This is an optimization exercise on Yosys and OpenROAD, whose aim is small area, a short achievable clock period and few clock cycles, not a production implementation.
Where RTL was checked, it was by simulation tests only, not by an equivalence proof against the original.
No activity file was given, so power comes from the tool's default toggle rates.

## lane 3
## udp_rx_demux
module udp_rx_demux (
    input  wire        clk,
    input  wire        rst,
    input  wire        in_valid,
    output wire        in_ready,
    input  wire [7:0]  in_data,
    input  wire        in_last,
    output wire        out_valid,
    input  wire        out_ready,
    output wire [7:0]  out_data,
    output wire        out_last,
    output wire        ev_valid,
    output wire [2:0]  ev_kind,
    output wire [2:0]  ev_slot,
    output wire [15:0] ev_sport,
    output wire [15:0] ev_dport,
    output wire [15:0] ev_len,
    input  wire        bind_en,
    input  wire [2:0]  bind_slot,
    input  wire [15:0] bind_port,
    input  wire        deq_en,
    input  wire [2:0]  deq_slot
);
For scale: ~940 cells after synthesis, ~310 flip-flops, roughly 100 I/O pins, roughly 13000 um2 of cells after synthesis.
Settings: LEC_CHECK=0, CAP_MARGIN=20, CORE_MARGIN=2, CORE_UTILIZATION=55, CTS_CLUSTER_DIAMETER=120, CTS_CLUSTER_SIZE=25, PLACE_DENSITY=0.7, SETUP_SLACK_MARGIN=3.5, SLEW_MARGIN=20; clock period 6.0 ns.
standard.sh (not shown) runs the stock make flow with config.mk's settings and CLKGATE_MAP_FILE= SYNTH_SCRIPT=/design/flow/synth_recipe.tcl, a recipe that flattens the netlist after the stock synthesis.
==> flow/flow/run.sh <==
#!/bin/bash
# The standard layout, with plain buf_2 cells as the port buffers instead of
# the delay cells buffer_ports picks by default.
set -euo pipefail
export BUFFER_PORTS_ARGS="-buffer_cell sky130_fd_sc_hd__buf_2"
bash standard.sh > standard.log 2>&1
Lane 3 completed; timing, DRC and antenna clean
Testbench counts of lane 3, summed over its fixed seeds: cycles 230,452.
## Diff of input files: lane 2 against lane 3
# lane 3
export LEC_CHECK = 0
export CAP_MARGIN = 20
export CORE_MARGIN = 2
export CORE_UTILIZATION = 55
export CTS_CLUSTER_DIAMETER = 120
export CTS_CLUSTER_SIZE = 25
export PLACE_DENSITY = 0.7
export SETUP_SLACK_MARGIN = 3.5
export SLEW_MARGIN = 20
create_clock -name core_clock -period 6.0 [get_ports {clk}]
# lane 2
export LEC_CHECK = 0
export CAP_MARGIN = 20
export CORE_MARGIN = 2
export CORE_UTILIZATION = 55
export CTS_CLUSTER_DIAMETER = 100
export CTS_CLUSTER_SIZE = 20
export PLACE_DENSITY = 0.7
export SETUP_SLACK_MARGIN = 3.5
export SLEW_MARGIN = 20
create_clock -name core_clock -period 6.0 [get_ports {clk}]
--- outcome ---
Per the comparison of lane 2 with lane 3, area used by multi-input combinational logic level, net count reported at finish moved down, number of DRC violations after detailed-routing iteration 0 moved up. Lane 2 against lane 3: fraction of cell area in non-clock buffers moved down; design area shows an increase of 0.34%; slack of the critical path went down by 0.031 ns; data required time of the critical path neither gained nor lost much; final wirelength about even. Between lane 3 and lane 2, the number of antenna repair diodes does not differ in any meaningful way.

---

udp_rx_demux, a different RTL version from the one above (not shown whole).
For scale: about 900 cells after synthesis.
==> flow/design.v (excerpt) <==
module udp_rx_demux (
    input  wire        clk,
    input  wire        rst,
    input  wire        in_valid,
    output wire        in_ready,
    input  wire [7:0]  in_data,
    input  wire        in_last,
    output wire        out_valid,
    input  wire        out_ready,
    output wire [7:0]  out_data,
    output wire        out_last,
    output wire        ev_valid,
    output wire [2:0]  ev_kind,
    output wire [2:0]  ev_slot,
    output wire [15:0] ev_sport,
    output wire [15:0] ev_dport,
    output wire [15:0] ev_len,
    input  wire        bind_en,
    input  wire [2:0]  bind_slot,
    input  wire [15:0] bind_port,
    input  wire        deq_en,
    input  wire [2:0]  deq_slot
);
Settings: LEC_CHECK=0, CAP_MARGIN=20, CORE_MARGIN=2, CORE_UTILIZATION=55, CTS_CLUSTER_DIAMETER=150, CTS_CLUSTER_SIZE=30, PLACE_DENSITY=0.7, SETUP_SLACK_MARGIN=3.5, SLEW_MARGIN=20; clock period 6.0 ns.
Scripts as last shown in full above: flow/flow/run.sh
The baseline finished clean.
Testbench counts at the start, summed over its fixed seeds: cycles 230,452.
Rerun with:
CTS_CLUSTER_DIAMETER = 100   (was 150)
CTS_CLUSTER_SIZE = 20   (was 30)
Result: Synthesized area does not change; sequential share of layout area went down by 0.67 points; cell area rises by 1.1%; worst setup slack is better by 0.093 ns; synthesized cell count stays the same; clock power grows by about 20%; combinational power hardly moves.

---

Another version of the RTL of udp_rx_demux (not shown whole).
Size in the first run: about 1100 cells after synthesis, about 310 flip-flops, ~14000 um^2 of cells after synthesis.
clock: 6.0 ns
lec_check: 0
cap_margin: 20
core_margin: 2
core_utilization: 35
cts_buf_list: sky130_fd_sc_hd__clkbuf_4 sky130_fd_sc_hd__clkbuf_8
place_density: 0.55
setup_slack_margin: 3.5
slew_margin: 20
run.sh (not shown) runs the stock make flow with config.mk's settings and CLKGATE_MAP_FILE= SYNTH_SCRIPT=/design/flow/synth_recipe.tcl, a recipe that flattens the netlist after the stock synthesis.
Stock flow here: none of the scripts above is used.
Change:
- CTS_BUF_LIST: sky130_fd_sc_hd__clkbuf_4 sky130_fd_sc_hd__clkbuf_8 -> default
What happened: Worst hold slack stays flat. Setup slack improved by 0.14 ns. Final cell count fell by 1.8%. Final area rises by about 2.1%.
Function was not checked in any run of this note: the RTL went through the layout flow alone.

---

== build 64 ==
The RTL this note starts from:
==> flow/design.v <==
module udp_rx_demux (
    input  wire        clk,
    input  wire        rst,
    input  wire        in_valid,
    output wire        in_ready,
    input  wire [7:0]  in_data,
    input  wire        in_last,
    output wire        out_valid,
    input  wire        out_ready,
    output wire [7:0]  out_data,
    output wire        out_last,
    output wire        ev_valid,
    output wire [2:0]  ev_kind,
    output wire [2:0]  ev_slot,
    output wire [15:0] ev_sport,
    output wire [15:0] ev_dport,
    output wire [15:0] ev_len,
    input  wire        bind_en,
    input  wire [2:0]  bind_slot,
    input  wire [15:0] bind_port,
    input  wire        deq_en,
    input  wire [2:0]  deq_slot
);
    localparam [2:0] EV_ENQUEUE        = 3'd0,
                     EV_UNRECOGNIZED   = 3'd1,
                     EV_ARP_REPLY      = 3'd2,
                     EV_ARP_SUPPRESSED = 3'd3,
                     EV_NO_PORT        = 3'd4,
                     EV_QUEUE_FULL     = 3'd5;
    reg        first;           
    reg [15:0] cnt;             
    reg        f_mac;           
    reg        f_12, f_13, f_14;
    reg        f_u;             
    reg        f_ip;            
    reg        g33, g41;        
    reg        t12;             
    reg        ty_arp, ty_ip;   
    reg [3:0]  ihl;
    reg        dp_done;         
    reg        lkd;             
    reg [8:0]  sc;              
    reg        mt;              
    reg        lkdone;          
    reg        pend;            
    reg        rdy;             
    reg        rep;             
    reg        rm;              
    reg        rp;              
    reg        arp_seen;
    reg        ev_v;
    reg [2:0]  e_kind, e_slot;
    reg [7:0]  pb [0:3];        
    reg [47:0] mac;             
    reg [7:0]  out_d;
    reg        out_l;
    reg [15:0] slot_port  [0:7];
    reg        slot_valid [0:7];
    reg [2:0]  slot_count [0:7];
    wire in_fire  = in_valid && rdy;
    wire out_fire = rep && out_ready;
    wire        near = !first && cnt[15:7] == 9'd0;
    wire [6:0]  c7   = cnt[6:0];
    wire [1:0]  pj   = {~cnt[1], cnt[0]};
    wire [6:0]  rn   = c7 - 7'd13;
    wire        nu   = near && (c7 == 7'd14 ? in_data[3:0] == 4'd0
                                            : (!rn[6] && rn[5:2] == ihl && c7 > 7'd14));
    wire        dp_now = dp_done || (f_u && pj == 2'd3);
    wire        trig   = ty_ip && !lkd && g33 && (dp_now || in_last);
    wire        ip_cls = ty_ip && g33;
    wire        arp_cls = ty_arp && g41;
    wire        arp_go = in_fire && in_last && arp_cls && !arp_seen;
    wire [15:0] dport = {pb[2], pb[3]};
    reg  [15:0] sel_port;
    reg         sel_valid;
    reg  [2:0]  act_slot;
    integer s;
    always @(*) begin
        sel_port  = 16'd0;
        sel_valid = 1'b0;
        act_slot  = 3'd0;
        for (s = 0; s < 8; s = s + 1) begin
            if (sc[s]) begin
                sel_port  = sel_port | slot_port[s];
                sel_valid = sel_valid | slot_valid[s];
            end
            if (sc[s+1])
                act_slot  = act_slot | s;
        end
    end
    wire match = sel_valid && sel_port == dport;
    reg         op_bind, op_deq;
    reg         op_nz;          
    reg  [2:0]  op_slot;
    reg  [2:0]  cur;            
    reg  [7:0]  cwe;            
    integer q;
    always @(*) begin
        cur = 3'd0;
        for (q = 0; q < 8; q = q + 1)
            if (sc[q+1] || (op_deq && op_slot == q))
                cur = cur | slot_count[q];
        for (q = 0; q < 8; q = q + 1)
            cwe[q] = ((op_bind || op_deq) && op_slot == q) ||
                     (sc[q+1] && mt && !cur[2]);
    end
    wire [2:0] cnew = op_bind ? 3'd0 :
                      op_deq  ? (cur == 3'd0 ? 3'd0 : cur - 3'd1) :
                                cur + 3'd1;
    wire sel_full = cur[2];
    reg [7:0] r_pbb;
    always @(*)
        case (pj)
            2'd0:    r_pbb = pb[0];
            2'd1:    r_pbb = pb[1];
            2'd2:    r_pbb = pb[2];
            default: r_pbb = pb[3];
        endcase
    reg [7:0] rconst;
    always @(*) begin
        case (cnt[5:0])
            6'd6, 6'd22:  rconst = 8'h52;
            6'd7, 6'd23:  rconst = 8'h54;
            6'd9, 6'd25:  rconst = 8'h12;
            6'd10, 6'd26: rconst = 8'h34;
            6'd11, 6'd27: rconst = 8'h56;
            6'd12: rconst = 8'h08;
            6'd13: rconst = 8'h06;
            6'd15: rconst = 8'h01;
            6'd16: rconst = 8'h08;
            6'd18: rconst = 8'h06;
            6'd19: rconst = 8'h04;
            6'd21: rconst = 8'h02;
            6'd28: rconst = 8'h0a;
            6'd30: rconst = 8'h02;
            6'd31: rconst = 8'h0f;
            default: rconst = {8{rp}} & r_pbb;    
        endcase
    end
    wire [7:0] rbyte = rm ? mac[47:40] : rconst;
    wire rep_end = cnt[5:0] == 6'd42;
    wire mac_rot = (out_fire && rm) || arp_go;
    integer i;
    always @(posedge clk) begin
        if (rst) begin
            first    <= 1'b1;
            cnt      <= 16'd0;
            lkd      <= 1'b0;
            lkdone   <= 1'b0;
            dp_done  <= 1'b0;
            sc       <= 9'd0;
            mt       <= 1'b0;
            pend     <= 1'b0;
            rdy      <= 1'b1;
            rep      <= 1'b0;
            arp_seen <= 1'b0;
            ev_v     <= 1'b0;
            f_mac    <= 1'b0;
            f_12     <= 1'b0;
            f_13     <= 1'b0;
            f_14     <= 1'b0;
            f_u      <= 1'b0;
            f_ip     <= 1'b0;
            g33      <= 1'b0;
            g41      <= 1'b0;
            for (i = 0; i < 8; i = i + 1)
                slot_valid[i] <= 1'b0;
        end else begin
            ev_v <= 1'b0;
            mt   <= match && !mt;
            sc   <= mt ? 9'd0 : {sc[7:0], 1'b0};
            if (in_fire) begin
                first <= in_last;
                cnt   <= (first ? 16'd0 : cnt) + 16'd1;
                f_mac <= !in_last && (first ? 1'b0 : (near && c7 >= 7'd5 && c7 <= 7'd10));
                f_12  <= !in_last && near && c7 == 7'd11;
                f_13  <= !in_last && near && c7 == 7'd12;
                f_14  <= !in_last && near && c7 == 7'd13;
                f_u   <= !in_last && nu;
                f_ip  <= !in_last && near && c7 >= 7'd27 && c7 <= 7'd30;
                g33   <= !in_last && (g33 || (near && c7 == 7'd32));
                g41   <= !in_last && (g41 || (near && c7 == 7'd40));
                if (first) begin
                    dp_done <= 1'b0;
                    lkd     <= 1'b0;
                    lkdone  <= 1'b0;
                end
                if (f_12) t12 <= in_data == 8'h08;
                if (f_13) begin
                    ty_arp <= t12 && in_data == 8'h06;
                    ty_ip  <= t12 && in_data == 8'h00;
                end
                if (f_14) ihl <= in_data[3:0];
                if (dp_now && !first) dp_done <= 1'b1;
                if (trig) begin
                    lkd <= 1'b1;
                    sc  <= 9'd1;
                end
                if (in_last) begin
                    if (ip_cls) begin
                        if (lkdone) begin
                            ev_v <= 1'b1;
                        end else begin
                            pend <= 1'b1;
                            rdy  <= 1'b0;
                        end
                    end else begin
                        ev_v <= 1'b1;
                        if (arp_cls) begin
                            if (arp_seen) begin
                                e_kind <= EV_ARP_SUPPRESSED;
                            end else begin
                                e_kind   <= EV_ARP_REPLY;
                                arp_seen <= 1'b1;
                                rep      <= 1'b1;
                                rdy      <= 1'b0;
                                rm       <= 1'b1;
                                rp       <= 1'b0;
                                cnt      <= 16'd1;
                                out_d    <= mac[47:40];
                                out_l    <= 1'b0;
                            end
                        end else begin
                            e_kind <= EV_UNRECOGNIZED;
                        end
                    end
                end
            end
            if (mt) begin
                lkdone <= 1'b1;
                e_slot <= act_slot;
                e_kind <= sel_full ? EV_QUEUE_FULL : EV_ENQUEUE;
            end else if (sc[8]) begin
                lkdone <= 1'b1;
                e_kind <= EV_NO_PORT;
            end
            if (pend && lkdone) begin
                pend <= 1'b0;
                rdy  <= 1'b1;
                ev_v <= 1'b1;
            end
            if (out_fire) begin
                cnt   <= cnt + 16'd1;
                out_d <= rbyte;
                out_l <= cnt[5:0] == 6'd41;
                rm    <= cnt[5:0] <= 6'd4 || (cnt[5:0] >= 6'd31 && cnt[5:0] <= 6'd36);
                rp    <= cnt[5:0] >= 6'd37 && cnt[5:0] <= 6'd40;
                if (rep_end) begin
                    rep <= 1'b0;
                    rdy <= 1'b1;
                end
            end
            if (op_bind) slot_valid[op_slot] <= op_nz;
        end
    end
    always @(posedge clk) begin
        for (i = 0; i < 4; i = i + 1)
            if (in_fire) begin
                if (first && i >= 2)
                    pb[i] <= 8'd0;
                else if ((i == 0 && f_14) ||
                         (!ty_arp && f_u && pj == i) || (ty_arp && f_ip && c7[1:0] == i))
                    pb[i] <= in_data;
            end
        if (in_fire && f_mac)
            mac <= {mac[39:0], in_data};
        else if (mac_rot)
            mac <= {mac[39:0], mac[47:40]};
    end
    always @(posedge clk) begin
        for (i = 0; i < 8; i = i + 1) begin
            if (bind_en && bind_slot == i)
                slot_port[i] <= bind_port;
            if (cwe[i])
                slot_count[i] <= cnew;
        end
        op_bind <= bind_en && !rst;
        op_deq  <= deq_en && !rst;
        op_slot <= bind_en ? bind_slot : deq_slot;
        op_nz   <= bind_port != 16'd0;
    end
    assign in_ready  = rdy;
    assign out_valid = rep;
    assign out_data  = out_d;
    assign out_last  = out_l;
    assign ev_valid  = ev_v;
    assign ev_kind   = e_kind;
    assign ev_slot   = e_slot;
    assign ev_sport  = {pb[0], pb[1]};
    assign ev_dport  = {pb[2], pb[3]};
    assign ev_len    = cnt;
endmodule
Settings: LEC_CHECK=0, CAP_MARGIN=20, CORE_MARGIN=2, CORE_UTILIZATION=55, CTS_CLUSTER_DIAMETER=120, CTS_CLUSTER_SIZE=25, PLACE_DENSITY=0.7, SETUP_SLACK_MARGIN=3.6, SLEW_MARGIN=20; clock period 6.0 ns.
standard.sh (not shown) runs the stock make flow with config.mk's settings and CLKGATE_MAP_FILE= SYNTH_SCRIPT=/design/flow/synth_recipe.tcl, a recipe that flattens the netlist after the stock synthesis.
Scripts as last shown in full above: flow/flow/run.sh
Build 64 reached the final stage; the timing, design-rule and antenna checks on its layout passed.
Testbench counts of build 64, summed over its fixed seeds: cycles 230,452.
Edits applied to the flow inputs when going from build 64 to build 30:
-- flow/config.mk --
<<< build 64, line 13
export PLACE_DENSITY = 0.7
export SETUP_SLACK_MARGIN = 3.6
export SLEW_MARGIN = 20
>>> build 30, line 13
export PLACE_DENSITY = 0.7
export SETUP_SLACK_MARGIN = 3.65
export SLEW_MARGIN = 20
Results
Lower utilization among build 64 and build 30: build 64. Compare build 64 and build 30 | combinational-cell power consumption higher: build 30. [build 30 vs build 64] overall via count from detail_route: higher in build 30. Delta (build 30 minus build 64): global-route wire length before repair higher; post-placement cell area roughly the same; post-layout minimum cycle time held; final period utilization held steady; number of signal-net buffers in the layout moved up. Worst setup margin across build 64 and build 30: no real change. When build 30 is set beside build 64, its synthesis-to-finish area growth turns out to be 0.86 points larger.
[inputs] build 41 vs build 30
-- flow/config.mk --
<<< build 30, line 13
export PLACE_DENSITY = 0.7
export SETUP_SLACK_MARGIN = 3.65
export SLEW_MARGIN = 20
>>> build 41, line 13
export PLACE_DENSITY = 0.7
export SETUP_SLACK_MARGIN = 3.7
export SLEW_MARGIN = 20
### Flow results
Compared with build 30, in build 41 fraction of standard cell area that is sequential now sits lower, aggregate routed wire length now sits higher, count of clock-buffer cells in the layout now sits higher, switching power summed over all nets now sits higher, non-clock buffer count now sits higher.
Via total after detailed routing, build 30 and build 41: lower on build 30
Build 41 consumes more power than build 30 does.
Build 30 → build 41: clock latency at the later pin of the worst-skew pair essentially unchanged, worst hold slack stayed essentially flat, combinational power went up about 8%, global-route wire length before repair has remained practically unchanged.

## what the ideal ports hide
No port has a modelled driver above. Below, the same layouts with a new extraction and two added sets of constraints.
Step 1 assumes that a clkbuf_16 drives the clock port and a buf_2 every other input.
Step 2 also shifts input and output timing later by t, the mid clock arrival at the registers, as if the neighbouring blocks saw the same clock.
a / b / c = ideal / step 1 / step 2; a / b = the first two.
| run | t, ns | setup WS [ns] | worst setup path after step 2 | latest minus earliest clock arrival (ns) |
|---|---|---|---|---|
| lane 3 | 0.549 | 3.504 / 3.498 / 2.988 | input to register | 0.016 / 0.016 |
| lane 2 | 0.559 | 3.473 / 3.473 / 2.974 | input to register | 0.014 / 0.013 |
| the first run of note 2 | 0.538 | 3.445 / 3.399 / 3.020 | input to register | 0.032 / 0.032 |
| the second run of note 2 | 0.564 | 3.538 / 3.489 / 2.979 | input to register | 0.017 / 0.017 |
| the first run of note 3 | 0.643 | 3.377 / 3.371 / 2.727 | input to register | 0.030 / 0.029 |
| the second run of note 3 | 0.550 | 3.513 / 3.461 / 3.033 | input to register | 0.021 / 0.021 |
| build 64 | 0.548 | 3.605 / 3.557 / 3.135 | input to register | 0.032 / 0.033 |
| build 30 | 0.551 | 3.606 / 3.557 / 3.107 | input to register | 0.032 / 0.032 |
| build 41 | 0.548 | 3.630 / 3.584 / 3.220 | input to register | 0.030 / 0.030 |
After both steps every run listed still meets setup and hold. The setup slack of the first run of note 3, which loses most, moves by -0.006 ns with the drivers and by -0.650 ns with both steps.
